From an optimization exercise on the open Yosys and OpenROAD flow, aimed at small area, a short achievable clock period and few clock cycles per item; shortcuts taken in it are not production practice.
The RTL was checked by simulation tests, not by an equivalence proof against the original design.

## flow/design.v (module list and top-level ports; edited modules follow where they fit)
// module hme_fsearch: 902 lines
module hme_fsearch (
    input  wire         clk,
    input  wire         rst,
    input  wire         start,
    input  wire [4:0]   grid_rows_m1,    
    input  wire [4:0]   grid_cols_m1,    
    output reg          busy,
    output reg          done,
    output wire         ref_req,
    output wire [8:0]   ref_y,
    output wire [8:0]   ref_x,
    input  wire [127:0] ref_row,
    output wire         tgt_req,
    output wire [8:0]   tgt_y,
    output wire [8:0]   tgt_x,
    input  wire [127:0] tgt_row,
    output reg          res_valid,
    output wire [4:0]   res_mb_row,
    output wire [4:0]   res_mb_col,
    output wire [4:0]   res_dy,
    output wire [4:0]   res_dx,
    output wire [15:0]  res_cost
);
  // ...
==> flow/flow/run.sh <==
#!/bin/bash
# The standard layout, with the smallest buffer (buf_1) on the ports
# instead of the one buffer_ports picks by default.
set -euo pipefail
cd "$(dirname "$0")/.."
export BUFFER_PORTS_ARGS="-buffer_cell sky130_fd_sc_hd__buf_1"
export SETUP_SLACK_MARGIN=15.2
bash standard.sh > standard.log 2>&1
==> flow/standard.sh <==
#!/bin/bash
# synth_recipe.tcl (not shown) runs the flow's synth.tcl, then flattens the netlist and writes it again
# the make line also repeats each setting of config.mk as NAME=value (left out here)
make -C /OpenROAD-flow-scripts/flow DESIGN_CONFIG=/design/flow/config.mk WORK_HOME=/design/flow/orfs CLKGATE_MAP_FILE= SYNTH_SCRIPT=/design/flow/synth_recipe.tcl "${@:-finish}"
==> flow/config.mk <==
export PLATFORM = sky130hd
export DESIGN_NAME = hme_fsearch
export DESIGN_NICKNAME = hme_fsearch
export VERILOG_FILES = /design/flow/design.v
export SDC_FILE = /design/flow/constraint.sdc
export NUM_CORES = 4
export LEC_CHECK = 0
export CAP_MARGIN = 20
export CORE_MARGIN = 2
export CORE_UTILIZATION = 25
export CTS_CLUSTER_DIAMETER = 80
export CTS_CLUSTER_SIZE = 30
export PLACE_DENSITY = 0.5
export SLEW_MARGIN = 20
==> flow/constraint.sdc <==
create_clock -name core_clock -period 22.0 [get_ports {clk}]
set_input_delay 4.4000 -clock core_clock [delete_from_list [all_inputs] [get_ports {clk}]]
set_output_delay 4.4000 -clock core_clock [all_outputs]
set_load 0.01 [all_outputs]
==> results.sh, run 1 <==
export IMPL_finalCritPeriodShare_pct=30.37
export IMPL_synth_top_cell_by_area="dfxtp_1"
export IMPL_synth_edf_count=10
export IMPL_final_area_sq_mm=0.02543
export IMPL_slew_headroom_pct=30.01
export IMPL_vias_per_cell=4.189
export IMPL_path_depth=22
export IMPL_synthXorXnorAreaFrac_pct=13.10
export IMPL_largest_class="multi-input gates"
export IMPL_seq_cell_share_pct=22.44
export IMPL_die_h_um=297.6
export IMPL_drcViolationCount=0
export IMPL_dieArea_sq_mm=0.08856
export IMPL_cts_path_max_buffers=3
export IMPL_postSynthCellCount=2343
export IMPL_clkSinkCount=280
export IMPL_status="no timing/DRC/antenna violations"
export IMPL_min_path_cells=0
export IMPL_ios=346
export IMPL_hold_path_startpoint="x_dx[2]"
export IMPL_synth_avg_cell_area_sq_um=9.197
export IMPL_startpoint="d_cs[39]"
export IMPL_nNonClkInverters=417
export IMPL_ctsHoldBuffers=0
export IMPL_ys_seq_elements=280
export IMPL_synth_area_sq_mm=0.02155
export IMPL_worst_path_buf_inv=5
export IMPL_clk_pin_slew_ps=90
export IMPL_synth_compound_area_share_pct=10.78
export IMPL_cts_resized=13
Testbench counts, summed over its fixed seeds: cycles 198,758, mbs 298.
==> inputs of run 2 (changes only) <==
--- a/flow/design.v
+++ b/flow/design.v
@@ -511,266 +511,296 @@
     reg        [15:0] best_cost;
     reg signed [4:0]  best_dy, best_dx;
     assign res_mb_row = mb_r;
     assign res_mb_col = mb_c;
     assign res_dy     = best_dy;
     assign res_dx     = best_dx;
     assign res_cost   = best_cost;
     wire ahead = (d_dy > best_dy) || ((d_dy == best_dy) && (d_dx > best_dx));
-    wire qs0 = d_cs[0] ^ d_cs[1];
-    wire qc0 = d_cs[0] & d_cs[1];
+    wire qs0 = d_cs[0] ^ d_cs[1] ^ d_cs[2];
+    wire qc0 = (d_cs[0] & d_cs[1]) | (d_cs[0] & d_cs[2]) | (d_cs[1] & d_cs[2]);
     wire qs1 = d_cs[13] ^ d_cs[14] ^ d_cs[15];
     wire qc1 = (d_cs[13] & d_cs[14]) | (d_cs[13] & d_cs[15]) | (d_cs[14] & d_cs[15]);
-    wire qs2 = d_cs[26] ^ d_cs[27] ^ d_cs[28];
-    wire qc2 = (d_cs[26] & d_cs[27]) | (d_cs[26] & d_cs[28]) | (d_cs[27] & d_cs[28]);
-    wire qs3 = d_cs[39] ^ d_cs[40] ^ d_cs[41];
-    wire qc3 = (d_cs[39] & d_cs[40]) | (d_cs[39] & d_cs[41]) | (d_cs[40] & d_cs[41]);
-    wire qs4 = d_cs[52] ^ d_cs[53] ^ d_cs[54];
-    wire qc4 = (d_cs[52] & d_cs[53]) | (d_cs[52] & d_cs[54]) | (d_cs[53] & d_cs[54]);
-    wire qs5 = d_cs[65] ^ d_cs[66] ^ d_cs[67];
-    wire qc5 = (d_cs[65] & d_cs[66]) | (d_cs[65] & d_cs[67]) | (d_cs[66] & d_cs[67]);
-    wire qs6 = d_cs[78] ^ d_cs[79] ^ d_cs[80];
-    wire qc6 = (d_cs[78] & d_cs[79]) | (d_cs[78] & d_cs[80]) | (d_cs[79] & d_cs[80]);
-    wire qs7 = d_cs[91] ^ d_cs[92] ^ d_cs[93];
-    wire qc7 = (d_cs[91] & d_cs[92]) | (d_cs[91] & d_cs[93]) | (d_cs[92] & d_cs[93]);
-    wire qs8 = d_cs[2] ^ d_cs[3] ^ d_cs[4];
-    wire qc8 = (d_cs[2] & d_cs[3]) | (d_cs[2] & d_cs[4]) | (d_cs[3] & d_cs[4]);
-    wire qs9 = d_cs[5] ^ d_cs[6] ^ d_cs[7];
-    wire qc9 = (d_cs[5] & d_cs[6]) | (d_cs[5] & d_cs[7]) | (d_cs[6] & d_cs[7]);
-    wire qs10 = d_cs[16] ^ d_cs[17] ^ d_cs[18];
-    wire qc10 = (d_cs[16] & d_cs[17]) | (d_cs[16] & d_cs[18]) | (d_cs[17] & d_cs[18]);
-    wire qs11 = d_cs[19] ^ d_cs[20] ^ d_cs[21];
-    wire qc11 = (d_cs[19] & d_cs[20]) | (d_cs[19] & d_cs[21]) | (d_cs[20] & d_cs[21]);
-    wire qs12 = d_cs[22] ^ d_cs[23] ^ d_cs[24];
-    wire qc12 = (d_cs[22] & d_cs[23]) | (d_cs[22] & d_cs[24]) | (d_cs[23] & d_cs[24]);
-    wire qs13 = d_cs[29] ^ d_cs[30] ^ d_cs[31];
-    wire qc13 = (d_cs[29] & d_cs[30]) | (d_cs[29] & d_cs[31]) | (d_cs[30] & d_cs[31]);
-    wire qs14 = d_cs[32] ^ d_cs[33] ^ d_cs[34];
-    wire qc14 = (d_cs[32] & d_cs[33]) | (d_cs[32] & d_cs[34]) | (d_cs[33] & d_cs[34]);
-    wire qs15 = d_cs[35] ^ d_cs[36] ^ d_cs[37];
-    wire qc15 = (d_cs[35] & d_cs[36]) | (d_cs[35] & d_cs[37]) | (d_cs[36] & d_cs[37]);
-    wire qs16 = d_cs[38] ^ d_acc[2];
-    wire qc16 = d_cs[38] & d_acc[2];
-    wire qs17 = d_cs[42] ^ d_cs[43] ^ d_cs[44];
-    wire qc17 = (d_cs[42] & d_cs[43]) | (d_cs[42] & d_cs[44]) | (d_cs[43] & d_cs[44]);
-    wire qs18 = d_cs[45] ^ d_cs[46] ^ d_cs[47];
-    wire qc18 = (d_cs[45] & d_cs[46]) | (d_cs[45] & d_cs[47]) | (d_cs[46] & d_cs[47]);
-    wire qs19 = d_cs[48] ^ d_cs[49] ^ d_cs[50];
-    wire qc19 = (d_cs[48] & d_cs[49]) | (d_cs[48] & d_cs[50]) | (d_cs[49] & d_cs[50]);
-    wire qs20 = d_cs[51] ^ d_acc[3] ^ qs3;
-    wire qc20 = (d_cs[51] & d_acc[3]) | (d_cs[51] & qs3) | (d_acc[3] & qs3);
-    wire qs21 = d_cs[55] ^ d_cs[56] ^ d_cs[57];
-    wire qc21 = (d_cs[55] & d_cs[56]) | (d_cs[55] & d_cs[57]) | (d_cs[56] & d_cs[57]);
-    wire qs22 = d_cs[58] ^ d_cs[59] ^ d_cs[60];
-    wire qc22 = (d_cs[58] & d_cs[59]) | (d_cs[58] & d_cs[60]) | (d_cs[59] & d_cs[60]);
-    wire qs23 = d_cs[61] ^ d_cs[62] ^ d_cs[63];
-    wire qc23 = (d_cs[61] & d_cs[62]) | (d_cs[61] & d_cs[63]) | (d_cs[62] & d_cs[63]);
-    wire qs24 = d_cs[64] ^ d_acc[4] ^ qs4;
-    wire qc24 = (d_cs[64] & d_acc[4]) | (d_cs[64] & qs4) | (d_acc[4] & qs4);
-    wire qs25 = d_cs[68] ^ d_cs[69] ^ d_cs[70];
-    wire qc25 = (d_cs[68] & d_cs[69]) | (d_cs[68] & d_cs[70]) | (d_cs[69] & d_cs[70]);
-    wire qs26 = d_cs[71] ^ d_cs[72] ^ d_cs[73];
-    wire qc26 = (d_cs[71] & d_cs[72]) | (d_cs[71] & d_cs[73]) | (d_cs[72] & d_cs[73]);
-    wire qs27 = d_cs[74] ^ d_cs[75] ^ d_cs[76];
-    wire qc27 = (d_cs[74] & d_cs[75]) | (d_cs[74] & d_cs[76]) | (d_cs[75] & d_cs[76]);
-    wire qs28 = d_cs[77] ^ d_acc[5] ^ qs5;
-    wire qc28 = (d_cs[77] & d_acc[5]) | (d_cs[77] & qs5) | (d_acc[5] & qs5);
-    wire qs29 = d_cs[81] ^ d_cs[82] ^ d_cs[83];
-    wire qc29 = (d_cs[81] & d_cs[82]) | (d_cs[81] & d_cs[83]) | (d_cs[82] & d_cs[83]);
-    wire qs30 = d_cs[84] ^ d_cs[85] ^ d_cs[86];
-    wire qc30 = (d_cs[84] & d_cs[85]) | (d_cs[84] & d_cs[86]) | (d_cs[85] & d_cs[86]);
-    wire qs31 = d_cs[87] ^ d_cs[88] ^ d_cs[89];
-    wire qc31 = (d_cs[87] & d_cs[88]) | (d_cs[87] & d_cs[89]) | (d_cs[88] & d_cs[89]);
-    wire qs32 = d_cs[90] ^ d_acc[6] ^ qs6;
-    wire qc32 = (d_cs[90] & d_acc[6]) | (d_cs[90] & qs6) | (d_acc[6] & qs6);
-    wire qs33 = d_cs[94] ^ d_cs[95] ^ d_cs[96];
-    wire qc33 = (d_cs[94] & d_cs[95]) | (d_cs[94] & d_cs[96]) | (d_cs[95] & d_cs[96]);
-    wire qs34 = d_cs[97] ^ d_cs[98] ^ d_cs[99];
-    wire qc34 = (d_cs[97] & d_cs[98]) | (d_cs[97] & d_cs[99]) | (d_cs[98] & d_cs[99]);
-    wire qs35 = d_cs[100] ^ d_cs[101] ^ d_cs[102];
-    wire qc35 = (d_cs[100] & d_cs[101]) | (d_cs[100] & d_cs[102]) | (d_cs[101] & d_cs[102]);
-    wire qs36 = d_cs[103] ^ d_acc[7] ^ qs7;
-    wire qc36 = (d_cs[103] & d_acc[7]) | (d_cs[103] & qs7) | (d_acc[7] & qs7);
-    wire qs37 = d_cs[104] ^ d_cs[105];
-    wire qc37 = d_cs[104] & d_cs[105];
-    wire qs38 = d_cs[8] ^ d_cs[9] ^ d_cs[10];
-    wire qc38 = (d_cs[8] & d_cs[9]) | (d_cs[8] & d_cs[10]) | (d_cs[9] & d_cs[10]);
-    wire qs39 = d_cs[11] ^ d_cs[12];
-    wire qc39 = d_cs[11] & d_cs[12];
-    wire qs40 = d_cs[25] ^ d_acc[1] ^ qs1;
-    wire qc40 = (d_cs[25] & d_acc[1]) | (d_cs[25] & qs1) | (d_acc[1] & qs1);
-    wire qs41 = qc0 ^ qs10 ^ qs11;
-    wire qc41 = (qc0 & qs10) | (qc0 & qs11) | (qs10 & qs11);
-    wire qs42 = qs12 ^ qc8;
-    wire qc42 = qs12 & qc8;
-    wire qs43 = qs2 ^ qc1 ^ qs13;
-    wire qc43 = (qs2 & qc1) | (qs2 & qs13) | (qc1 & qs13);
-    wire qs44 = qs14 ^ qs15 ^ qs16;
-    wire qc44 = (qs14 & qs15) | (qs14 & qs16) | (qs15 & qs16);
-    wire qs45 = qc10 ^ qc11 ^ qc12;
-    wire qc45 = (qc10 & qc11) | (qc10 & qc12) | (qc11 & qc12);
-    wire qs46 = qc2 ^ qs17 ^ qs18;
-    wire qc46 = (qc2 & qs17) | (qc2 & qs18) | (qs17 & qs18);
-    wire qs47 = qs19 ^ qs20 ^ qc13;
-    wire qc47 = (qs19 & qs20) | (qs19 & qc13) | (qs20 & qc13);
-    wire qs48 = qc14 ^ qc15 ^ qc16;
-    wire qc48 = (qc14 & qc15) | (qc14 & qc16) | (qc15 & qc16);
-    wire qs49 = qc3 ^ qs21 ^ qs22;
-    wire qc49 = (qc3 & qs21) | (qc3 & qs22) | (qs21 & qs22);
-    wire qs50 = qs23 ^ qs24 ^ qc17;
-    wire qc50 = (qs23 & qs24) | (qs23 & qc17) | (qs24 & qc17);
-    wire qs51 = qc18 ^ qc19 ^ qc20;
-    wire qc51 = (qc18 & qc19) | (qc18 & qc20) | (qc19 & qc20);
-    wire qs52 = qc4 ^ qs25 ^ qs26;
-    wire qc52 = (qc4 & qs25) | (qc4 & qs26) | (qs25 & qs26);
-    wire qs53 = qs27 ^ qs28 ^ qc21;
-    wire qc53 = (qs27 & qs28) | (qs27 & qc21) | (qs28 & qc21);
-    wire qs54 = qc22 ^ qc23 ^ qc24;
-    wire qc54 = (qc22 & qc23) | (qc22 & qc24) | (qc23 & qc24);
-    wire qs55 = qc5 ^ qs29 ^ qs30;
-    wire qc55 = (qc5 & qs29) | (qc5 & qs30) | (qs29 & qs30);
-    wire qs56 = qs31 ^ qs32 ^ qc25;
-    wire qc56 = (qs31 & qs32) | (qs31 & qc25) | (qs32 & qc25);
-    wire qs57 = qc26 ^ qc27 ^ qc28;
-    wire qc57 = (qc26 & qc27) | (qc26 & qc28) | (qc27 & qc28);
-    wire qs58 = qc6 ^ qs33 ^ qs34;
-    wire qc58 = (qc6 & qs33) | (qc6 & qs34) | (qs33 & qs34);
-    wire qs59 = qs35 ^ qs36 ^ qc29;
-    wire qc59 = (qs35 & qs36) | (qs35 & qc29) | (qs36 & qc29);
-    wire qs60 = qc30 ^ qc31 ^ qc32;
-    wire qc60 = (qc30 & qc31) | (qc30 & qc32) | (qc31 & qc32);
-    wire qs61 = d_cs[106] ^ d_cs[107] ^ d_acc[8];
-    wire qc61 = (d_cs[106] & d_cs[107]) | (d_cs[106] & d_acc[8]) | (d_cs[107] & d_acc[8]);
-    wire qs62 = qc7 ^ qs37 ^ qc33;
-    wire qc62 = (qc7 & qs37) | (qc7 & qc33) | (qs37 & qc33);
-    wire qs63 = qc34 ^ qc35 ^ qc36;
-    wire qc63 = (qc34 & qc35) | (qc34 & qc36) | (qc35 & qc36);
-    wire qs64 = d_acc[0] ^ qs0 ^ qs8;
-    wire qc64 = (d_acc[0] & qs0) | (d_acc[0] & qs8) | (qs0 & qs8);
-    wire qs65 = qc9 ^ qs40 ^ qs41;
-    wire qc65 = (qc9 & qs40) | (qc9 & qs41) | (qs40 & qs41);
-    wire qs66 = qs42 ^ qc38;
-    wire qc66 = qs42 & qc38;
-    wire qs67 = qs43 ^ qs44 ^ qs45;
-    wire qc67 = (qs43 & qs44) | (qs43 & qs45) | (qs44 & qs45);
-    wire qs68 = qc40 ^ qc41 ^ qc42;
-    wire qc68 = (qc40 & qc41) | (qc40 & qc42) | (qc41 & qc42);
-    wire qs69 = qs46 ^ qs47 ^ qs48;
-    wire qc69 = (qs46 & qs47) | (qs46 & qs48) | (qs47 & qs48);
-    wire qs70 = qc43 ^ qc44 ^ qc45;
-    wire qc70 = (qc43 & qc44) | (qc43 & qc45) | (qc44 & qc45);
-    wire qs71 = qs49 ^ qs50 ^ qs51;
-    wire qc71 = (qs49 & qs50) | (qs49 & qs51) | (qs50 & qs51);
-    wire qs72 = qc46 ^ qc47 ^ qc48;
-    wire qc72 = (qc46 & qc47) | (qc46 & qc48) | (qc47 & qc48);
-    wire qs73 = qs52 ^ qs53 ^ qs54;
-    wire qc73 = (qs52 & qs53) | (qs52 & qs54) | (qs53 & qs54);
-    wire qs74 = qc49 ^ qc50 ^ qc51;
-    wire qc74 = (qc49 & qc50) | (qc49 & qc51) | (qc50 & qc51);
-    wire qs75 = qs55 ^ qs56 ^ qs57;
-    wire qc75 = (qs55 & qs56) | (qs55 & qs57) | (qs56 & qs57);
-    wire qs76 = qc52 ^ qc53 ^ qc54;
-    wire qc76 = (qc52 & qc53) | (qc52 & qc54) | (qc53 & qc54);
-    wire qs77 = qs58 ^ qs59 ^ qs60;
-    wire qc77 = (qs58 & qs59) | (qs58 & qs60) | (qs59 & qs60);
-    wire qs78 = qc55 ^ qc56 ^ qc57;
-    wire qc78 = (qc55 & qc56) | (qc55 & qc57) | (qc56 & qc57);
-    wire qs79 = qs61 ^ qs62 ^ qs63;
-    wire qc79 = (qs61 & qs62) | (qs61 & qs63) | (qs62 & qs63);
-    wire qs80 = qc58 ^ qc59 ^ qc60;
-    wire qc80 = (qc58 & qc59) | (qc58 & qc60) | (qc59 & qc60);
-    wire qs81 = d_acc[9] ^ qc37 ^ qc61;
-    wire qc81 = (d_acc[9] & qc37) | (d_acc[9] & qc61) | (qc37 & qc61);
-    wire qs82 = qc62 ^ qc63;
-    wire qc82 = qc62 & qc63;
-    wire qs83 = qs9 ^ qs38;
-    wire qc83 = qs9 & qs38;
-    wire qs84 = qc39 ^ qs65 ^ qs66;
-    wire qc84 = (qc39 & qs65) | (qc39 & qs66) | (qs65 & qs66);
-    wire qs85 = qs67 ^ qs68 ^ qc65;
-    wire qc85 = (qs67 & qs68) | (qs67 & qc65) | (qs68 & qc65);
-    wire qs86 = qs69 ^ qs70 ^ qc67;
-    wire qc86 = (qs69 & qs70) | (qs69 & qc67) | (qs70 & qc67);
-    wire qs87 = qs71 ^ qs72 ^ qc69;
-    wire qc87 = (qs71 & qs72) | (qs71 & qc69) | (qs72 & qc69);
-    wire qs88 = qs73 ^ qs74 ^ qc71;
-    wire qc88 = (qs73 & qs74) | (qs73 & qc71) | (qs74 & qc71);
-    wire qs89 = qs75 ^ qs76 ^ qc73;
-    wire qc89 = (qs75 & qs76) | (qs75 & qc73) | (qs76 & qc73);
-    wire qs90 = qs77 ^ qs78 ^ qc75;
-    wire qc90 = (qs77 & qs78) | (qs77 & qc75) | (qs78 & qc75);
-    wire qs91 = qs79 ^ qs80 ^ qc77;
-    wire qc91 = (qs79 & qs80) | (qs79 & qc77) | (qs80 & qc77);
-    wire qs92 = qs81 ^ qs82 ^ qc79;
-    wire qc92 = (qs81 & qs82) | (qs81 & qc79) | (qs82 & qc79);
-    wire qs93 = d_acc[10] ^ qc81;
-    wire qc93 = d_acc[10] & qc81;
-    wire qs94 = qs39 ^ qs64;
-    wire qc94 = qs39 & qs64;
-    wire qs95 = qc64 ^ qs84 ^ qc83;
-    wire qc95 = (qc64 & qs84) | (qc64 & qc83) | (qs84 & qc83);
-    wire qs96 = qc66 ^ qs85 ^ qc84;
-    wire qc96 = (qc66 & qs85) | (qc66 & qc84) | (qs85 & qc84);
-    wire qs97 = qc68 ^ qs86 ^ qc85;
-    wire qc97 = (qc68 & qs86) | (qc68 & qc85) | (qs86 & qc85);
-    wire qs98 = qc70 ^ qs87 ^ qc86;
-    wire qc98 = (qc70 & qs87) | (qc70 & qc86) | (qs87 & qc86);
-    wire qs99 = qc72 ^ qs88 ^ qc87;
-    wire qc99 = (qc72 & qs88) | (qc72 & qc87) | (qs88 & qc87);
-    wire qs100 = qc74 ^ qs89 ^ qc88;
-    wire qc100 = (qc74 & qs89) | (qc74 & qc88) | (qs89 & qc88);
-    wire qs101 = qc76 ^ qs90 ^ qc89;
-    wire qc101 = (qc76 & qs90) | (qc76 & qc89) | (qs90 & qc89);
-    wire qs102 = qc78 ^ qs91 ^ qc90;
-    wire qc102 = (qc78 & qs91) | (qc78 & qc90) | (qs91 & qc90);
-    wire qs103 = qc80 ^ qs92 ^ qc91;
-    wire qc103 = (qc80 & qs92) | (qc80 & qc91) | (qs92 & qc91);
-    wire qs104 = qc82 ^ qs93 ^ qc92;
-    wire qc104 = (qc82 & qs93) | (qc82 & qc92) | (qs93 & qc92);
-    wire qs105 = d_acc[11] ^ qc93;
-    wire qc105 = d_acc[11] & qc93;
-    wire [15:0] acc_a = {d_acc[15], d_acc[14], d_acc[13], d_acc[12], qs105, qs104, qs103, qs102, qs101, qs100, qs99, qs98, qs97, qs96, qs95, qs83};
-    wire [15:0] acc_b = {1'b0, 1'b0, 1'b0, qc105, qc104, qc103, qc102, qc101, qc100, qc99, qc98, qc97, qc96, qc95, qc94, qs94};
-    wire [15:0] acc_new = acc_a + acc_b;
-    wire ls0 = acc_a[0] ^ acc_b[0] ^ ~best_cost[0];
-    wire lc0 = (acc_a[0] & acc_b[0]) | (acc_a[0] & ~best_cost[0]) | (acc_b[0] & ~best_cost[0]);
-    wire ls1 = acc_a[1] ^ acc_b[1] ^ ~best_cost[1];
-    wire lc1 = (acc_a[1] & acc_b[1]) | (acc_a[1] & ~best_cost[1]) | (acc_b[1] & ~best_cost[1]);
-    wire ls2 = acc_a[2] ^ acc_b[2] ^ ~best_cost[2];
-    wire lc2 = (acc_a[2] & acc_b[2]) | (acc_a[2] & ~best_cost[2]) | (acc_b[2] & ~best_cost[2]);
-    wire ls3 = acc_a[3] ^ acc_b[3] ^ ~best_cost[3];
-    wire lc3 = (acc_a[3] & acc_b[3]) | (acc_a[3] & ~best_cost[3]) | (acc_b[3] & ~best_cost[3]);
-    wire ls4 = acc_a[4] ^ acc_b[4] ^ ~best_cost[4];
-    wire lc4 = (acc_a[4] & acc_b[4]) | (acc_a[4] & ~best_cost[4]) | (acc_b[4] & ~best_cost[4]);
-    wire ls5 = acc_a[5] ^ acc_b[5] ^ ~best_cost[5];
-    wire lc5 = (acc_a[5] & acc_b[5]) | (acc_a[5] & ~best_cost[5]) | (acc_b[5] & ~best_cost[5]);
-    wire ls6 = acc_a[6] ^ acc_b[6] ^ ~best_cost[6];
-    wire lc6 = (acc_a[6] & acc_b[6]) | (acc_a[6] & ~best_cost[6]) | (acc_b[6] & ~best_cost[6]);
-    wire ls7 = acc_a[7] ^ acc_b[7] ^ ~best_cost[7];
-    wire lc7 = (acc_a[7] & acc_b[7]) | (acc_a[7] & ~best_cost[7]) | (acc_b[7] & ~best_cost[7]);
-    wire ls8 = acc_a[8] ^ acc_b[8] ^ ~best_cost[8];
-    wire lc8 = (acc_a[8] & acc_b[8]) | (acc_a[8] & ~best_cost[8]) | (acc_b[8] & ~best_cost[8]);
-    wire ls9 = acc_a[9] ^ acc_b[9] ^ ~best_cost[9];
-    wire lc9 = (acc_a[9] & acc_b[9]) | (acc_a[9] & ~best_cost[9]) | (acc_b[9] & ~best_cost[9]);
-    wire ls10 = acc_a[10] ^ acc_b[10] ^ ~best_cost[10];
-    wire lc10 = (acc_a[10] & acc_b[10]) | (acc_a[10] & ~best_cost[10]) | (acc_b[10] & ~best_cost[10]);
-    wire ls11 = acc_a[11] ^ acc_b[11] ^ ~best_cost[11];
-    wire lc11 = (acc_a[11] & acc_b[11]) | (acc_a[11] & ~best_cost[11]) | (acc_b[11] & ~best_cost[11]);
-    wire ls12 = acc_a[12] ^ acc_b[12] ^ ~best_cost[12];
-    wire lc12 = (acc_a[12] & acc_b[12]) | (acc_a[12] & ~best_cost[12]) | (acc_b[12] & ~best_cost[12]);
-    wire ls13 = acc_a[13] ^ acc_b[13] ^ ~best_cost[13];
-    wire lc13 = (acc_a[13] & acc_b[13]) | (acc_a[13] & ~best_cost[13]) | (acc_b[13] & ~best_cost[13]);
-    wire ls14 = acc_a[14] ^ acc_b[14] ^ ~best_cost[14];
-    wire lc14 = (acc_a[14] & acc_b[14]) | (acc_a[14] & ~best_cost[14]) | (acc_b[14] & ~best_cost[14]);
-    wire ls15 = acc_a[15] ^ acc_b[15] ^ ~best_cost[15];
-    wire lc15 = (acc_a[15] & acc_b[15]) | (acc_a[15] & ~best_cost[15]) | (acc_b[15] & ~best_cost[15]);
-    wire [15:0] lose_s = {ls15, ls14, ls13, ls12, ls11, ls10, ls9, ls8, ls7, ls6, ls5, ls4, ls3, ls2, ls1, ls0};
-    wire [15:0] lose_c = {lc15, lc14, lc13, lc12, lc11, lc10, lc9, lc8, lc7, lc6, lc5, lc4, lc3, lc2, lc1, lc0};
-    wire [16:0] lose_t = {1'b0, lose_s} + {lose_c, 1'b0} + {16'd0, !ahead};
+    wire qs2 = d_cs[16] ^ d_cs[17];
+    wire qc2 = d_cs[16] & d_cs[17];
+    wire qs3 = d_cs[26] ^ d_cs[27] ^ d_cs[28];
+    wire qc3 = (d_cs[26] & d_cs[27]) | (d_cs[26] & d_cs[28]) | (d_cs[27] & d_cs[28]);
+    wire qs4 = d_cs[29] ^ d_cs[30] ^ d_cs[31];
+    wire qc4 = (d_cs[29] & d_cs[30]) | (d_cs[29] & d_cs[31]) | (d_cs[30] & d_cs[31]);
+    wire qs5 = d_cs[39] ^ d_cs[40] ^ d_cs[41];
+    wire qc5 = (d_cs[39] & d_cs[40]) | (d_cs[39] & d_cs[41]) | (d_cs[40] & d_cs[41]);
+    wire qs6 = d_cs[42] ^ d_cs[43] ^ d_cs[44];
+    wire qc6 = (d_cs[42] & d_cs[43]) | (d_cs[42] & d_cs[44]) | (d_cs[43] & d_cs[44]);
+    wire qs7 = d_cs[52] ^ d_cs[53] ^ d_cs[54];
+    wire qc7 = (d_cs[52] & d_cs[53]) | (d_cs[52] & d_cs[54]) | (d_cs[53] & d_cs[54]);
+    wire qs8 = d_cs[55] ^ d_cs[56] ^ d_cs[57];
+    wire qc8 = (d_cs[55] & d_cs[56]) | (d_cs[55] & d_cs[57]) | (d_cs[56] & d_cs[57]);
+    wire qs9 = d_cs[65] ^ d_cs[66] ^ d_cs[67];
+    wire qc9 = (d_cs[65] & d_cs[66]) | (d_cs[65] & d_cs[67]) | (d_cs[66] & d_cs[67]);
+    wire qs10 = d_cs[68] ^ d_cs[69] ^ d_cs[70];
+    wire qc10 = (d_cs[68] & d_cs[69]) | (d_cs[68] & d_cs[70]) | (d_cs[69] & d_cs[70]);
+    wire qs11 = d_cs[78] ^ d_cs[79] ^ d_cs[80];
+    wire qc11 = (d_cs[78] & d_cs[79]) | (d_cs[78] & d_cs[80]) | (d_cs[79] & d_cs[80]);
+    wire qs12 = d_cs[81] ^ d_cs[82] ^ d_cs[83];
+    wire qc12 = (d_cs[81] & d_cs[82]) | (d_cs[81] & d_cs[83]) | (d_cs[82] & d_cs[83]);
+    wire qs13 = d_cs[91] ^ d_cs[92] ^ d_cs[93];
+    wire qc13 = (d_cs[91] & d_cs[92]) | (d_cs[91] & d_cs[93]) | (d_cs[92] & d_cs[93]);
+    wire qs14 = d_cs[94] ^ d_cs[95] ^ d_cs[96];
+    wire qc14 = (d_cs[94] & d_cs[95]) | (d_cs[94] & d_cs[96]) | (d_cs[95] & d_cs[96]);
+    wire qs15 = d_cs[3] ^ d_cs[4] ^ d_cs[5];
+    wire qc15 = (d_cs[3] & d_cs[4]) | (d_cs[3] & d_cs[5]) | (d_cs[4] & d_cs[5]);
+    wire qs16 = d_cs[6] ^ d_cs[7] ^ d_cs[8];
+    wire qc16 = (d_cs[6] & d_cs[7]) | (d_cs[6] & d_cs[8]) | (d_cs[7] & d_cs[8]);
+    wire qs17 = d_cs[18] ^ d_cs[19] ^ d_cs[20];
+    wire qc17 = (d_cs[18] & d_cs[19]) | (d_cs[18] & d_cs[20]) | (d_cs[19] & d_cs[20]);
+    wire qs18 = d_cs[21] ^ d_cs[22] ^ d_cs[23];
+    wire qc18 = (d_cs[21] & d_cs[22]) | (d_cs[21] & d_cs[23]) | (d_cs[22] & d_cs[23]);
+    wire qs19 = d_cs[24] ^ d_cs[25] ^ d_acc[1];
+    wire qc19 = (d_cs[24] & d_cs[25]) | (d_cs[24] & d_acc[1]) | (d_cs[25] & d_acc[1]);
+    wire qs20 = d_cs[32] ^ d_cs[33] ^ d_cs[34];
+    wire qc20 = (d_cs[32] & d_cs[33]) | (d_cs[32] & d_cs[34]) | (d_cs[33] & d_cs[34]);
+    wire qs21 = d_cs[35] ^ d_cs[36] ^ d_cs[37];
+    wire qc21 = (d_cs[35] & d_cs[36]) | (d_cs[35] & d_cs[37]) | (d_cs[36] & d_cs[37]);
+    wire qs22 = d_cs[38] ^ d_acc[2] ^ ~best_cost[2];
+    wire qc22 = (d_cs[38] & d_acc[2]) | (d_cs[38] & ~best_cost[2]) | (d_acc[2] & ~best_cost[2]);
+    wire qs23 = qs3 ^ qs4;
+    wire qc23 = qs3 & qs4;
+    wire qs24 = d_cs[45] ^ d_cs[46] ^ d_cs[47];
+    wire qc24 = (d_cs[45] & d_cs[46]) | (d_cs[45] & d_cs[47]) | (d_cs[46] & d_cs[47]);
+    wire qs25 = d_cs[48] ^ d_cs[49] ^ d_cs[50];
+    wire qc25 = (d_cs[48] & d_cs[49]) | (d_cs[48] & d_cs[50]) | (d_cs[49] & d_cs[50]);
+    wire qs26 = d_cs[51] ^ d_acc[3] ^ ~best_cost[3];
+    wire qc26 = (d_cs[51] & d_acc[3]) | (d_cs[51] & ~best_cost[3]) | (d_acc[3] & ~best_cost[3]);
+    wire qs27 = qs5 ^ qs6 ^ qc3;
+    wire qc27 = (qs5 & qs6) | (qs5 & qc3) | (qs6 & qc3);
+    wire qs28 = d_cs[58] ^ d_cs[59] ^ d_cs[60];
+    wire qc28 = (d_cs[58] & d_cs[59]) | (d_cs[58] & d_cs[60]) | (d_cs[59] & d_cs[60]);
+    wire qs29 = d_cs[61] ^ d_cs[62] ^ d_cs[63];
+    wire qc29 = (d_cs[61] & d_cs[62]) | (d_cs[61] & d_cs[63]) | (d_cs[62] & d_cs[63]);
+    wire qs30 = d_cs[64] ^ d_acc[4] ^ ~best_cost[4];
+    wire qc30 = (d_cs[64] & d_acc[4]) | (d_cs[64] & ~best_cost[4]) | (d_acc[4] & ~best_cost[4]);
+    wire qs31 = qs7 ^ qs8 ^ qc5;
+    wire qc31 = (qs7 & qs8) | (qs7 & qc5) | (qs8 & qc5);
+    wire qs32 = d_cs[71] ^ d_cs[72] ^ d_cs[73];
+    wire qc32 = (d_cs[71] & d_cs[72]) | (d_cs[71] & d_cs[73]) | (d_cs[72] & d_cs[73]);
+    wire qs33 = d_cs[74] ^ d_cs[75] ^ d_cs[76];
+    wire qc33 = (d_cs[74] & d_cs[75]) | (d_cs[74] & d_cs[76]) | (d_cs[75] & d_cs[76]);
+    wire qs34 = d_cs[77] ^ d_acc[5] ^ ~best_cost[5];
+    wire qc34 = (d_cs[77] & d_acc[5]) | (d_cs[77] & ~best_cost[5]) | (d_acc[5] & ~best_cost[5]);
+    wire qs35 = qs9 ^ qs10 ^ qc7;
+    wire qc35 = (qs9 & qs10) | (qs9 & qc7) | (qs10 & qc7);
+    wire qs36 = d_cs[84] ^ d_cs[85] ^ d_cs[86];
+    wire qc36 = (d_cs[84] & d_cs[85]) | (d_cs[84] & d_cs[86]) | (d_cs[85] & d_cs[86]);
+    wire qs37 = d_cs[87] ^ d_cs[88] ^ d_cs[89];
+    wire qc37 = (d_cs[87] & d_cs[88]) | (d_cs[87] & d_cs[89]) | (d_cs[88] & d_cs[89]);
+    wire qs38 = d_cs[90] ^ d_acc[6] ^ ~best_cost[6];
+    wire qc38 = (d_cs[90] & d_acc[6]) | (d_cs[90] & ~best_cost[6]) | (d_acc[6] & ~best_cost[6]);
+    wire qs39 = qs11 ^ qs12 ^ qc9;
+    wire qc39 = (qs11 & qs12) | (qs11 & qc9) | (qs12 & qc9);
+    wire qs40 = d_cs[97] ^ d_cs[98] ^ d_cs[99];
+    wire qc40 = (d_cs[97] & d_cs[98]) | (d_cs[97] & d_cs[99]) | (d_cs[98] & d_cs[99]);
+    wire qs41 = d_cs[100] ^ d_cs[101] ^ d_cs[102];
+    wire qc41 = (d_cs[100] & d_cs[101]) | (d_cs[100] & d_cs[102]) | (d_cs[101] & d_cs[102]);
+    wire qs42 = d_cs[103] ^ d_acc[7] ^ ~best_cost[7];
+    wire qc42 = (d_cs[103] & d_acc[7]) | (d_cs[103] & ~best_cost[7]) | (d_acc[7] & ~best_cost[7]);
+    wire qs43 = qs13 ^ qs14 ^ qc11;
+    wire qc43 = (qs13 & qs14) | (qs13 & qc11) | (qs14 & qc11);
+    wire qs44 = d_cs[104] ^ d_cs[105] ^ d_cs[106];
+    wire qc44 = (d_cs[104] & d_cs[105]) | (d_cs[104] & d_cs[106]) | (d_cs[105] & d_cs[106]);
+    wire qs45 = d_cs[107] ^ d_acc[8];
+    wire qc45 = d_cs[107] & d_acc[8];
+    wire qs46 = d_cs[9] ^ d_cs[10] ^ d_cs[11];
+    wire qc46 = (d_cs[9] & d_cs[10]) | (d_cs[9] & d_cs[11]) | (d_cs[10] & d_cs[11]);
+    wire qs47 = d_cs[12] ^ d_acc[0];
+    wire qc47 = d_cs[12] & d_acc[0];
+    wire qs48 = ~best_cost[1] ^ qs1 ^ qs2;
+    wire qc48 = (~best_cost[1] & qs1) | (~best_cost[1] & qs2) | (qs1 & qs2);
+    wire qs49 = qc0 ^ qs17 ^ qs18;
+    wire qc49 = (qc0 & qs17) | (qc0 & qs18) | (qs17 & qs18);
+    wire qs50 = qs19 ^ qc15;
+    wire qc50 = qs19 & qc15;
+    wire qs51 = qc1 ^ qc2 ^ qs20;
+    wire qc51 = (qc1 & qc2) | (qc1 & qs20) | (qc2 & qs20);
+    wire qs52 = qs21 ^ qs22 ^ qs23;
+    wire qc52 = (qs21 & qs22) | (qs21 & qs23) | (qs22 & qs23);
+    wire qs53 = qc17 ^ qc18 ^ qc19;
+    wire qc53 = (qc17 & qc18) | (qc17 & qc19) | (qc18 & qc19);
+    wire qs54 = qc4 ^ qs24 ^ qs25;
+    wire qc54 = (qc4 & qs24) | (qc4 & qs25) | (qs24 & qs25);
+    wire qs55 = qs26 ^ qs27 ^ qc20;
+    wire qc55 = (qs26 & qs27) | (qs26 & qc20) | (qs27 & qc20);
+    wire qs56 = qc21 ^ qc22 ^ qc23;
+    wire qc56 = (qc21 & qc22) | (qc21 & qc23) | (qc22 & qc23);
+    wire qs57 = qc6 ^ qs28 ^ qs29;
+    wire qc57 = (qc6 & qs28) | (qc6 & qs29) | (qs28 & qs29);
+    wire qs58 = qs30 ^ qs31 ^ qc24;
+    wire qc58 = (qs30 & qs31) | (qs30 & qc24) | (qs31 & qc24);
+    wire qs59 = qc25 ^ qc26 ^ qc27;
+    wire qc59 = (qc25 & qc26) | (qc25 & qc27) | (qc26 & qc27);
+    wire qs60 = qc8 ^ qs32 ^ qs33;
+    wire qc60 = (qc8 & qs32) | (qc8 & qs33) | (qs32 & qs33);
+    wire qs61 = qs34 ^ qs35 ^ qc28;
+    wire qc61 = (qs34 & qs35) | (qs34 & qc28) | (qs35 & qc28);
+    wire qs62 = qc29 ^ qc30 ^ qc31;
+    wire qc62 = (qc29 & qc30) | (qc29 & qc31) | (qc30 & qc31);
+    wire qs63 = qc10 ^ qs36 ^ qs37;
+    wire qc63 = (qc10 & qs36) | (qc10 & qs37) | (qs36 & qs37);
+    wire qs64 = qs38 ^ qs39 ^ qc32;
+    wire qc64 = (qs38 & qs39) | (qs38 & qc32) | (qs39 & qc32);
+    wire qs65 = qc33 ^ qc34 ^ qc35;
+    wire qc65 = (qc33 & qc34) | (qc33 & qc35) | (qc34 & qc35);
+    wire qs66 = qc12 ^ qs40 ^ qs41;
+    wire qc66 = (qc12 & qs40) | (qc12 & qs41) | (qs40 & qs41);
+    wire qs67 = qs42 ^ qs43 ^ qc36;
+    wire qc67 = (qs42 & qs43) | (qs42 & qc36) | (qs43 & qc36);
+    wire qs68 = qc37 ^ qc38 ^ qc39;
+    wire qc68 = (qc37 & qc38) | (qc37 & qc39) | (qc38 & qc39);
+    wire qs69 = ~best_cost[8] ^ qc13 ^ qc14;
+    wire qc69 = (~best_cost[8] & qc13) | (~best_cost[8] & qc14) | (qc13 & qc14);
+    wire qs70 = qs44 ^ qs45 ^ qc40;
+    wire qc70 = (qs44 & qs45) | (qs44 & qc40) | (qs45 & qc40);
+    wire qs71 = qc41 ^ qc42 ^ qc43;
+    wire qc71 = (qc41 & qc42) | (qc41 & qc43) | (qc42 & qc43);
+    wire qs72 = d_acc[9] ^ ~best_cost[9];
+    wire qc72 = d_acc[9] & ~best_cost[9];
+    wire qs73 = ~best_cost[0] ^ qs0 ^ qs15;
+    wire qc73 = (~best_cost[0] & qs0) | (~best_cost[0] & qs15) | (qs0 & qs15);
+    wire qs74 = qc16 ^ qs48 ^ qs49;
+    wire qc74 = (qc16 & qs48) | (qc16 & qs49) | (qs48 & qs49);
+    wire qs75 = qs50 ^ qc46;
+    wire qc75 = qs50 & qc46;
+    wire qs76 = qs51 ^ qs52 ^ qs53;
+    wire qc76 = (qs51 & qs52) | (qs51 & qs53) | (qs52 & qs53);
+    wire qs77 = qc48 ^ qc49 ^ qc50;
+    wire qc77 = (qc48 & qc49) | (qc48 & qc50) | (qc49 & qc50);
+    wire qs78 = qs54 ^ qs55 ^ qs56;
+    wire qc78 = (qs54 & qs55) | (qs54 & qs56) | (qs55 & qs56);
+    wire qs79 = qc51 ^ qc52 ^ qc53;
+    wire qc79 = (qc51 & qc52) | (qc51 & qc53) | (qc52 & qc53);
+    wire qs80 = qs57 ^ qs58 ^ qs59;
+    wire qc80 = (qs57 & qs58) | (qs57 & qs59) | (qs58 & qs59);
+    wire qs81 = qc54 ^ qc55 ^ qc56;
+    wire qc81 = (qc54 & qc55) | (qc54 & qc56) | (qc55 & qc56);
+    wire qs82 = qs60 ^ qs61 ^ qs62;
+    wire qc82 = (qs60 & qs61) | (qs60 & qs62) | (qs61 & qs62);
+    wire qs83 = qc57 ^ qc58 ^ qc59;
+    wire qc83 = (qc57 & qc58) | (qc57 & qc59) | (qc58 & qc59);
+    wire qs84 = qs63 ^ qs64 ^ qs65;
+    wire qc84 = (qs63 & qs64) | (qs63 & qs65) | (qs64 & qs65);
+    wire qs85 = qc60 ^ qc61 ^ qc62;
+    wire qc85 = (qc60 & qc61) | (qc60 & qc62) | (qc61 & qc62);
+    wire qs86 = qs66 ^ qs67 ^ qs68;
+    wire qc86 = (qs66 & qs67) | (qs66 & qs68) | (qs67 & qs68);
+    wire qs87 = qc63 ^ qc64 ^ qc65;
+    wire qc87 = (qc63 & qc64) | (qc63 & qc65) | (qc64 & qc65);
+    wire qs88 = qs69 ^ qs70 ^ qs71;
+    wire qc88 = (qs69 & qs70) | (qs69 & qs71) | (qs70 & qs71);
+    wire qs89 = qc66 ^ qc67 ^ qc68;
+    wire qc89 = (qc66 & qc67) | (qc66 & qc68) | (qc67 & qc68);
+    wire qs90 = qc44 ^ qc45 ^ qs72;
+    wire qc90 = (qc44 & qc45) | (qc44 & qs72) | (qc45 & qs72);
+    wire qs91 = qc69 ^ qc70 ^ qc71;
+    wire qc91 = (qc69 & qc70) | (qc69 & qc71) | (qc70 & qc71);
+    wire qs92 = d_acc[10] ^ ~best_cost[10];
+    wire qc92 = d_acc[10] & ~best_cost[10];
+    wire qs93 = qs16 ^ qs46;
+    wire qc93 = qs16 & qs46;
+    wire qs94 = qc47 ^ qs74 ^ qs75;
+    wire qc94 = (qc47 & qs74) | (qc47 & qs75) | (qs74 & qs75);
+    wire qs95 = qs76 ^ qs77 ^ qc74;
+    wire qc95 = (qs76 & qs77) | (qs76 & qc74) | (qs77 & qc74);
+    wire qs96 = qs78 ^ qs79 ^ qc76;
+    wire qc96 = (qs78 & qs79) | (qs78 & qc76) | (qs79 & qc76);
+    wire qs97 = qs80 ^ qs81 ^ qc78;
+    wire qc97 = (qs80 & qs81) | (qs80 & qc78) | (qs81 & qc78);
+    wire qs98 = qs82 ^ qs83 ^ qc80;
+    wire qc98 = (qs82 & qs83) | (qs82 & qc80) | (qs83 & qc80);
+    wire qs99 = qs84 ^ qs85 ^ qc82;
+    wire qc99 = (qs84 & qs85) | (qs84 & qc82) | (qs85 & qc82);
+    wire qs100 = qs86 ^ qs87 ^ qc84;
+    wire qc100 = (qs86 & qs87) | (qs86 & qc84) | (qs87 & qc84);
+    wire qs101 = qs88 ^ qs89 ^ qc86;
+    wire qc101 = (qs88 & qs89) | (qs88 & qc86) | (qs89 & qc86);
+    wire qs102 = qs90 ^ qs91 ^ qc88;
+    wire qc102 = (qs90 & qs91) | (qs90 & qc88) | (qs91 & qc88);
+    wire qs103 = qc72 ^ qs92 ^ qc90;
+    wire qc103 = (qc72 & qs92) | (qc72 & qc90) | (qs92 & qc90);
+    wire qs104 = d_acc[11] ^ ~best_cost[11];
+    wire qc104 = d_acc[11] & ~best_cost[11];
+    wire qs105 = qs47 ^ qs73;
+    wire qc105 = qs47 & qs73;
+    wire qs106 = qc73 ^ qs94 ^ qc93;
+    wire qc106 = (qc73 & qs94) | (qc73 & qc93) | (qs94 & qc93);
+    wire qs107 = qc75 ^ qs95 ^ qc94;
+    wire qc107 = (qc75 & qs95) | (qc75 & qc94) | (qs95 & qc94);
+    wire qs108 = qc77 ^ qs96 ^ qc95;
+    wire qc108 = (qc77 & qs96) | (qc77 & qc95) | (qs96 & qc95);
+    wire qs109 = qc79 ^ qs97 ^ qc96;
+    wire qc109 = (qc79 & qs97) | (qc79 & qc96) | (qs97 & qc96);
+    wire qs110 = qc81 ^ qs98 ^ qc97;
+    wire qc110 = (qc81 & qs98) | (qc81 & qc97) | (qs98 & qc97);
+    wire qs111 = qc83 ^ qs99 ^ qc98;
+    wire qc111 = (qc83 & qs99) | (qc83 & qc98) | (qs99 & qc98);
+    wire qs112 = qc85 ^ qs100 ^ qc99;
+    wire qc112 = (qc85 & qs100) | (qc85 & qc99) | (qs100 & qc99);
+    wire qs113 = qc87 ^ qs101 ^ qc100;
+    wire qc113 = (qc87 & qs101) | (qc87 & qc100) | (qs101 & qc100);
+    wire qs114 = qc89 ^ qs102 ^ qc101;
+    wire qc114 = (qc89 & qs102) | (qc89 & qc101) | (qs102 & qc101);
+    wire qs115 = qc91 ^ qs103 ^ qc102;
+    wire qc115 = (qc91 & qs103) | (qc91 & qc102) | (qs103 & qc102);
+    wire qs116 = qc92 ^ qs104 ^ qc103;
+    wire qc116 = (qc92 & qs104) | (qc92 & qc103) | (qs104 & qc103);
+    wire qs117 = d_acc[12] ^ ~best_cost[12] ^ qc104;
+    wire qc117 = (d_acc[12] & ~best_cost[12]) | (d_acc[12] & qc104) | (~best_cost[12] & qc104);
+    wire qs118 = d_acc[13] ^ ~best_cost[13];
+    wire qc118 = d_acc[13] & ~best_cost[13];
+    wire qs119 = d_acc[14] ^ ~best_cost[14];
+    wire qc119 = d_acc[14] & ~best_cost[14];
+    wire qs120 = d_acc[15] ^ ~best_cost[15];
+    wire qc120 = d_acc[15] & ~best_cost[15];
+    wire [16:0] lt_a = {qc120, qs120, qs119, qs118, qs117, qs116, qs115, qs114, qs113, qs112, qs111, qs110, qs109, qs108, qs107, qs106, qs93};
+    wire [16:0] lt_b = {1'b0, qc119, qc118, qc117, qc116, qc115, qc114, qc113, qc112, qc111, qc110, qc109, qc108, qc107, qc106, qc105, qs105};
+    wire [16:0] lose_t = lt_a + lt_b + {16'd0, !ahead};
+    wire as0 = lt_a[0] ^ lt_b[0] ^ best_cost[0];
+    wire ac0 = (lt_a[0] & lt_b[0]) | (lt_a[0] & best_cost[0]) | (lt_b[0] & best_cost[0]);
+    wire as1 = lt_a[1] ^ lt_b[1] ^ best_cost[1];
+    wire ac1 = (lt_a[1] & lt_b[1]) | (lt_a[1] & best_cost[1]) | (lt_b[1] & best_cost[1]);
+    wire as2 = lt_a[2] ^ lt_b[2] ^ best_cost[2];
+    wire ac2 = (lt_a[2] & lt_b[2]) | (lt_a[2] & best_cost[2]) | (lt_b[2] & best_cost[2]);
+    wire as3 = lt_a[3] ^ lt_b[3] ^ best_cost[3];
+    wire ac3 = (lt_a[3] & lt_b[3]) | (lt_a[3] & best_cost[3]) | (lt_b[3] & best_cost[3]);
+    wire as4 = lt_a[4] ^ lt_b[4] ^ best_cost[4];
+    wire ac4 = (lt_a[4] & lt_b[4]) | (lt_a[4] & best_cost[4]) | (lt_b[4] & best_cost[4]);
+    wire as5 = lt_a[5] ^ lt_b[5] ^ best_cost[5];
+    wire ac5 = (lt_a[5] & lt_b[5]) | (lt_a[5] & best_cost[5]) | (lt_b[5] & best_cost[5]);
+    wire as6 = lt_a[6] ^ lt_b[6] ^ best_cost[6];
+    wire ac6 = (lt_a[6] & lt_b[6]) | (lt_a[6] & best_cost[6]) | (lt_b[6] & best_cost[6]);
+    wire as7 = lt_a[7] ^ lt_b[7] ^ best_cost[7];
+    wire ac7 = (lt_a[7] & lt_b[7]) | (lt_a[7] & best_cost[7]) | (lt_b[7] & best_cost[7]);
+    wire as8 = lt_a[8] ^ lt_b[8] ^ best_cost[8];
+    wire ac8 = (lt_a[8] & lt_b[8]) | (lt_a[8] & best_cost[8]) | (lt_b[8] & best_cost[8]);
+    wire as9 = lt_a[9] ^ lt_b[9] ^ best_cost[9];
+    wire ac9 = (lt_a[9] & lt_b[9]) | (lt_a[9] & best_cost[9]) | (lt_b[9] & best_cost[9]);
+    wire as10 = lt_a[10] ^ lt_b[10] ^ best_cost[10];
+    wire ac10 = (lt_a[10] & lt_b[10]) | (lt_a[10] & best_cost[10]) | (lt_b[10] & best_cost[10]);
+    wire as11 = lt_a[11] ^ lt_b[11] ^ best_cost[11];
+    wire ac11 = (lt_a[11] & lt_b[11]) | (lt_a[11] & best_cost[11]) | (lt_b[11] & best_cost[11]);
+    wire as12 = lt_a[12] ^ lt_b[12] ^ best_cost[12];
+    wire ac12 = (lt_a[12] & lt_b[12]) | (lt_a[12] & best_cost[12]) | (lt_b[12] & best_cost[12]);
+    wire as13 = lt_a[13] ^ lt_b[13] ^ best_cost[13];
+    wire ac13 = (lt_a[13] & lt_b[13]) | (lt_a[13] & best_cost[13]) | (lt_b[13] & best_cost[13]);
+    wire as14 = lt_a[14] ^ lt_b[14] ^ best_cost[14];
+    wire ac14 = (lt_a[14] & lt_b[14]) | (lt_a[14] & best_cost[14]) | (lt_b[14] & best_cost[14]);
+    wire as15 = lt_a[15] ^ lt_b[15] ^ best_cost[15];
+    wire ac15 = (lt_a[15] & lt_b[15]) | (lt_a[15] & best_cost[15]) | (lt_b[15] & best_cost[15]);
+    wire [15:0] acc_s = {as15, as14, as13, as12, as11, as10, as9, as8, as7, as6, as5, as4, as3, as2, as1, as0};
+    wire [15:0] acc_c = {ac14, ac13, ac12, ac11, ac10, ac9, ac8, ac7, ac6, ac5, ac4, ac3, ac2, ac1, ac0, 1'b1};
+    wire [15:0] acc_new = acc_s + acc_c;
     wire lose   = lose_t[16];
     wire fin    = (d_row == 4'd15);
     wire cont   = d_v && !lose && !fin;
     wire win    = d_v && !lose && fin;
     wire take   = !cont && g_ok;
     wire signed [5:0] u_cont  = {2'b00, d_row} + 6'sd1 - {d_dy[4], d_dy};
     wire signed [4:0] nx_cont = ~d_dx + 5'sd1;
     wire signed [5:0] u_take  = 6'sd0 - {g_a[4], g_a};
==> run 2 against run 1 <==
Effect of this change:
- highest routed layer is now met5
- utilization is 0.37 points lower
- still clean on timing, DRC and antenna
- synthesized cell count shrank 1.3%
- flip-flop and latch count stayed put
- register-to-register slack improved by 220 ps
- worst hold slack improved by 0.88 ps
- design area grew 0.17%
- setup slack improved by 48 ps
- maximum frequency up 0.73%
- first-iteration DRC count shrank 12%
- sequential share of layout area about the same
- routed wire length hardly changed
==> results.sh, run 2 <==
export IMPL_nFillCells=9333
export IMPL_synth_async_reset_ratio_pct=0
export IMPL_grt_pass1_vias=16287
export IMPL_clock_fmax_mhz=150.8
export IMPL_areaGrowthSynthToFinish_pct=17.11
export IMPL_cts_root_buffer="clkbuf_16"
export IMPL_die_x_um=299.0
export IMPL_finalSetupViolations=0
export IMPL_drtPass1Iterations=5
export IMPL_ys_seq_elements=280
export IMPL_drtIter0Drc=572
export IMPL_slew_headroom_pct=43.91
export IMPL_row_count=108
export IMPL_clkLatencyLatePin_ps=570
export IMPL_globalplace_congestion=0.8246
export IMPL_multiInputGateArea_sq_mm=0.01466
export IMPL_postSynthCellCount=2313
export IMPL_dp_hpwl_um=53080
export IMPL_diodes=0
export IMPL_whs_ps=328.4
export IMPL_drcViolationCount=0
export IMPL_yosysWarningCount=1
export IMPL_tightest_slew_ps=836.3
export IMPL_top_register="d_cs"
export IMPL_crit_path_start_kind="input port"
export IMPL_startpoint="ref_row[0]"
export IMPL_grt_max_degree=49
export IMPL_hold_violations=0
export IMPL_netlist_top_cells_count="373 x inv_1, 270 x dfxtp_1, 252 x ha_1"
export IMPL_worstPathRequired_ps=22460
export IMPL_h_tree_depth=1
export IMPL_core_area_sq_mm=0.08648
export IMPL_fin_nets=3316
export IMPL_dieArea_sq_mm=0.08938
export IMPL_cts_made_buffers=22
export IMPL_maxCapViolations=0
export IMPL_crit_type="in2reg"
export IMPL_yosys_cell_count_top_type="inv_1"
export IMPL_antenna_found_initial=12
export IMPL_synth_edf_count=10
export IMPL_layout_common_cells="370 x inv_1, 340 x buf_1, 270 x dfxtp_1, 246 x ha_1, 203 x xnor2_1"
export IMPL_synth_area_sq_mm=0.02175
export IMPL_ys_top_cells_by_area="dfxtp_1 25%, ha_1 14%, fa_1 14%, xnor2_1 8.3%, inv_1 6.4%"
export IMPL_post_drt_wl_per_cell_um=16.11
export IMPL_via_count=15986
export IMPL_ant_nets=0
export IMPL_synth_avg_cell_area_sq_um=9.404
export IMPL_cts_path_max_buffers=3
export IMPL_worstPathArrival_ps=7090
export IMPL_vias_per_cell=4.194
export IMPL_synth_top_area_share_pct=24.85
export IMPL_ys_flop_type="dfxtp_1"
export IMPL_r2r_start="d_cs[91]"
export IMPL_drive_above_1_share_pct=5.909
export IMPL_grt_pass1_wl_um=93500
export IMPL_rsz0062_at_grt="no"
export IMPL_hp_class="reg2reg"
export IMPL_setup_worst_path_end_class="flop"
export IMPL_status="no timing/DRC/antenna violations"
export IMPL_hold_path_startpoint="x_dx[3]"
export IMPL_start_util_pct=25.15
export IMPL_die_h_um=299.0
export IMPL_largest_reg_flops=108
export IMPL_clk_pin_slew_ps=90
export IMPL_ctsHoldBuffers=0
export IMPL_ff_latch_area_sq_mm=0.005705
export IMPL_finalCritPeriodShare_pct=30.15
export IMPL_numPortBuffers=341
export IMPL_synth_top_cell_by_area="dfxtp_1"
export IMPL_ys_seq_area_share_pct=26.23
export IMPL_global_route_usage_total_pct=13.62
export IMPL_setup_tns_final_ps=0
export IMPL_clkSinkCount=280
export IMPL_cts_tree="done"
export IMPL_finClkSkew_ps=30.59
export IMPL_ios=346
export IMPL_grt_overflow=0
export IMPL_final_common_cell="inv_1"
export IMPL_path_max_fanout=7
export IMPL_synth_cell_types=96
export IMPL_slew_viol_final=0
export IMPL_routed_wl_um=61410
export IMPL_period_needed_ps=6632
[run 2: changes by cell type after synthesis, sizes merged, moves of 8 or more]
cell   delta
mux2i     -8
nand2    +19
inv      -42
xnor2    +13
fa       +12
nand3     -8
o21ai    -13
[run 2: cell type report]
class                           instances  area share (%)
Sequential cell                       280           22.40
Multi-Input combinational cell       1599           57.54
Clock inverter                         17          0.8743
Timing Repair Buffer                  361           5.619
Tap cell                             1155           5.673
Inverter                              377           5.634
Clock buffer                           23           2.259
[run 2: path summary, 6_finish.rpt]
path | end | slack [ps] | depth (start not counted)
min | d_dx[3] | 330 | 0
max | d_cs[22] | 15370 | 14
min reg2reg | d_dx[3] | 330 | 0
max reg2reg | g_rad[3] | 15540 | 19
[run 2: timing repair]
action / 4_1_cts / 5_1_grt
endpoints found under the setup margin: 8 / 67
buffers inserted: 0 / 16
resized for setup: 4 / 21
pin swaps: 0 / 8
[run 2: kinds of logic after synthesis]
family | after synthesis | synth area share (%)
compound gates | 360 | 11.29
xor+xnor | 325 | 13.30
fa+ha+maj | 406 | 28.67
buf+inv | 437 | 8.099
flops | 280 | 26.23
mux | 40 | 1.933
other cells | 1 | 0.01724
simple gates | 464 | 10.46
[run 2: through the flow]
stage	setup slack [ps]	util [%]	cell area, sq um	instances
3_5_place_dp	14470	28.22	24400	3756
2_1_floorplan	15110	-	21980	2316
3_3_place_gp	14500	28.22	24400	3756
4_1_cts	15200	29.17	25230	3796
5_1_grt	15210	29.46	25470	3812
6_report	15370	29.46	25470	3812
[run 2: critical path, cell delays in order]
cell and delay, ps:
buf_1 120, inv_1 60, ha_1 240, o21bai_4 170, a21oi_2 90, o21bai_1 200, a21oi_1 130, a21oi_1 130
nor2_1 80, o21bai_1 300, a21oi_4 170, xnor2_1 230, fa_1 470, ha_1 290
[run 2: metal layers]
metal	track usage [%]	wire length (um)
met2	25.71	32110
met3	2.799	2693
met4	2.524	1180
met1	15.80	25290
met5	0	141
Testbench counts of run 2, summed over its fixed seeds: cycles 198,758, mbs 298.
==> inputs of run 3 (changes only) <==
--- a/flow/flow/run.sh
+++ b/flow/flow/run.sh
@@ -5,4 +5,5 @@
 cd "$(dirname "$0")/.."
 export BUFFER_PORTS_ARGS="-buffer_cell sky130_fd_sc_hd__buf_1"
 export SETUP_SLACK_MARGIN=15.2
+export CTS_ARGS="-sink_clustering_enable -repair_clock_nets -sink_clustering_size 30 -sink_clustering_max_diameter 80 -dont_use_dummy_load"
 bash standard.sh > standard.log 2>&1
==> run 3 against run 2 <==
Effect of this change:
- critical path type unchanged
- register-to-register slack better by 20 ps
- routed wire length about the same
- clock skew up 23 ps
- still clean
==> results.sh, run 3 <==
export IMPL_top_register="d_cs"
export IMPL_fin_nets=3316
export IMPL_yosys_cell_count_top_type="inv_1"
export IMPL_drive_above_1_share_pct=5.267
export IMPL_synth_top_cell_by_area="dfxtp_1"
export IMPL_hold_violations=0
export IMPL_via_count=15912
export IMPL_slew_viol_final=0
export IMPL_setup_worst_path_end_class="flop"
export IMPL_r2r_start="d_cs[91]"
export IMPL_path_max_fanout=7
export IMPL_yosysWarningCount=1
export IMPL_ios=346
export IMPL_grt_max_degree=49
export IMPL_slew_headroom_pct=42.03
export IMPL_drtIter0Drc=563
export IMPL_layout_common_cells="370 x inv_1, 340 x buf_1, 270 x dfxtp_1, 246 x ha_1, 203 x xnor2_1"
export IMPL_ys_top_cells_by_area="dfxtp_1 25%, ha_1 14%, fa_1 14%, xnor2_1 8.3%, inv_1 6.4%"
export IMPL_h_tree_depth=1
export IMPL_ff_latch_area_sq_mm=0.005705
export IMPL_start_util_pct=25.15
export IMPL_hp_class="reg2reg"
export IMPL_drtPass1Iterations=5
export IMPL_dieArea_sq_mm=0.08938
export IMPL_postSynthCellCount=2313
export IMPL_dpl_cell_area_sq_mm=0.02440
export IMPL_row_count=108
export IMPL_ctsHoldBuffers=0
export IMPL_dp_hpwl_um=53080
export IMPL_multiInputGateArea_sq_mm=0.01468
export IMPL_ys_seq_elements=280
export IMPL_startpoint="ref_row[0]"
export IMPL_globalplace_congestion=0.8246
export IMPL_crit_type="in2reg"
export IMPL_grt_pass1_wl_um=93400
export IMPL_tightest_slew_ps=864.3
export IMPL_numPortBuffers=341
export IMPL_synth_avg_cell_area_sq_um=9.404
export IMPL_vias_per_cell=4.194
export IMPL_cts_tree="done"
export IMPL_areaGrowthSynthToFinish_pct=16.05
export IMPL_maxCapViolations=0
export IMPL_drcViolationCount=0
export IMPL_synth_async_reset_ratio_pct=0
export IMPL_worstPathRequired_ps=22460
export IMPL_synth_top_area_share_pct=24.85
export IMPL_clkLatencyLatePin_ps=560
export IMPL_crit_path_start_kind="input port"
export IMPL_grt_pass1_vias=16256
export IMPL_cts_root_buffer="clkbuf_16"
export IMPL_final_common_cell="inv_1"
export IMPL_synth_area_sq_mm=0.02175
export IMPL_cts_path_max_buffers=3
export IMPL_final_area_sq_mm=0.02524
export IMPL_finalCritPeriodShare_pct=30.10
export IMPL_core_area_sq_mm=0.08648
export IMPL_nFillCells=9350
export IMPL_die_h_um=299.0
export IMPL_fin_util_pct=29.19
export IMPL_ys_seq_area_share_pct=26.23
export IMPL_netlist_top_cells_count="373 x inv_1, 270 x dfxtp_1, 252 x ha_1"
export IMPL_finClkSkew_ps=53.64
export IMPL_finalSetupViolations=0
export IMPL_clk_pin_slew_ps=90
export IMPL_post_drt_wl_per_cell_um=16.17
export IMPL_diodes=0
export IMPL_die_x_um=299.0
export IMPL_synth_edf_count=10
export IMPL_grt_overflow=0
export IMPL_synth_cell_types=96
export IMPL_cts_made_buffers=22
export IMPL_largest_reg_flops=108
export IMPL_setup_tns_final_ps=0
export IMPL_status="no timing/DRC/antenna violations"
export IMPL_period_needed_ps=6622
export IMPL_worstPathArrival_ps=7080
export IMPL_clkSinkCount=280
export IMPL_ys_flop_type="dfxtp_1"
export IMPL_hold_path_startpoint="r_acc[9]"
export IMPL_ant_nets=0
export IMPL_rsz0062_at_grt="no"
export IMPL_antenna_found_initial=12
export IMPL_clock_fmax_mhz=151.0
export IMPL_global_route_usage_total_pct=13.62
export IMPL_routed_wl_um=61360
## run 3: cell counts after synthesis
No cell type changed its count.
## run 3: cell type report
cell class / count / share of cell area [%]
timing repair buffer: 361 / 5.670
sequential: 280 / 22.60
inverter: 377 / 5.685
multi-input combinational: 1599 / 58.14
tap: 1155 / 5.725
clock buffer: 22 / 2.181
## run 3: cells by family after synthesis
logic type / share of synthesized area, %
AO/OA/AOI/OAI: 11.29
buffers and inverters: 8.099
flip-flops: 26.23
other: 0.01724
multiplexers: 1.933
XOR/XNOR: 13.30
adder cells (fa/ha/maj): 28.67
AND/OR/NAND/NOR: 10.46
## run 3: what timing repair did
action	in CTS	in global routing
endpoints found under the setup margin	8	68
gates resized for setup	4	23
buffers inserted	0	16
pin swaps	0	8
## run 3: metrics by stage
step                std cells  hold WS (ps)  setup WS, ps
floorplan                2316         309.6         15110
global placement         3756         310.3         14500
detailed placement       3756         312.1         14470
CTS                      3778         328.0         15200
global route             3794         334.4         15190
finish                   3794         323.0         15380
## run 3: final timing paths
| check | end | slack (ps) | cells past startpoint |
|---|---|---|---|
| max reg2reg | g_rad[3] | 15560 | 19 |
| min | x_acc[9] | 320 | 0 |
| max | d_cs[22] | 15380 | 14 |
| min reg2reg | x_acc[9] | 320 | 0 |
## run 3: per-layer routing
| layer | up-vias | global-route usage [%] | part of all wire, % |
|---|---|---|---|
| met2 | 264 | 25.74 | 52 |
| met1 | 7416 | 15.78 | 41 |
| met3 | 74 | 2.683 | 4.5 |
| met4 | 24 | 2.690 | 2.1 |
| met5 | - | 0 | 0.21 |
| li1 | 8134 | - | - |
## run 3: critical path, stage by stage
cell and delay, ps:
buf_1 120, inv_1 60, ha_1 240, o21bai_4 170, a21oi_2 90, o21bai_1 200, a21oi_1 130, a21oi_1 120
nor2_1 80, o21bai_1 300, a21oi_4 170, xnor2_1 230, fa_1 480, ha_1 280

-- what the ideal ports hide --
In the flow no input, the clock included, has a driving cell. The finished layouts below were timed again as built, in two steps. Step 1: set_driving_cell puts a clkbuf_16 on clk and a buf_2 on each other input, an assumption about the parent block. Step 2 times the ports against the registers' clock, not the clock port: input delays grow and output delays shrink by t, the midpoint of the rising clock arrivals with the driver on. a / b / c = no drivers / after step 1 / after step 2; a / b = the first two.
| run | t, ns | slack for setup (ns) | worst hold slack (ns) | worst setup path at the end |
|---|---|---|---|---|
| run 1 | 0.619 | 15.319 / 15.319 / 14.777 | 0.328 / 0.328 / 0.328 | input to register |
| run 2 | 0.611 | 15.368 / 15.405 / 14.794 | 0.328 / 0.328 / 0.328 | input to register |
| run 3 | 0.590 | 15.378 / 15.410 / 14.820 | 0.323 / 0.323 / 0.323 | input to register |
After both steps setup and hold are still met in every run listed. For run 2, which loses most, drivers alone change the setup slack by +0.037 ns; drivers and shift together by -0.574 ns.
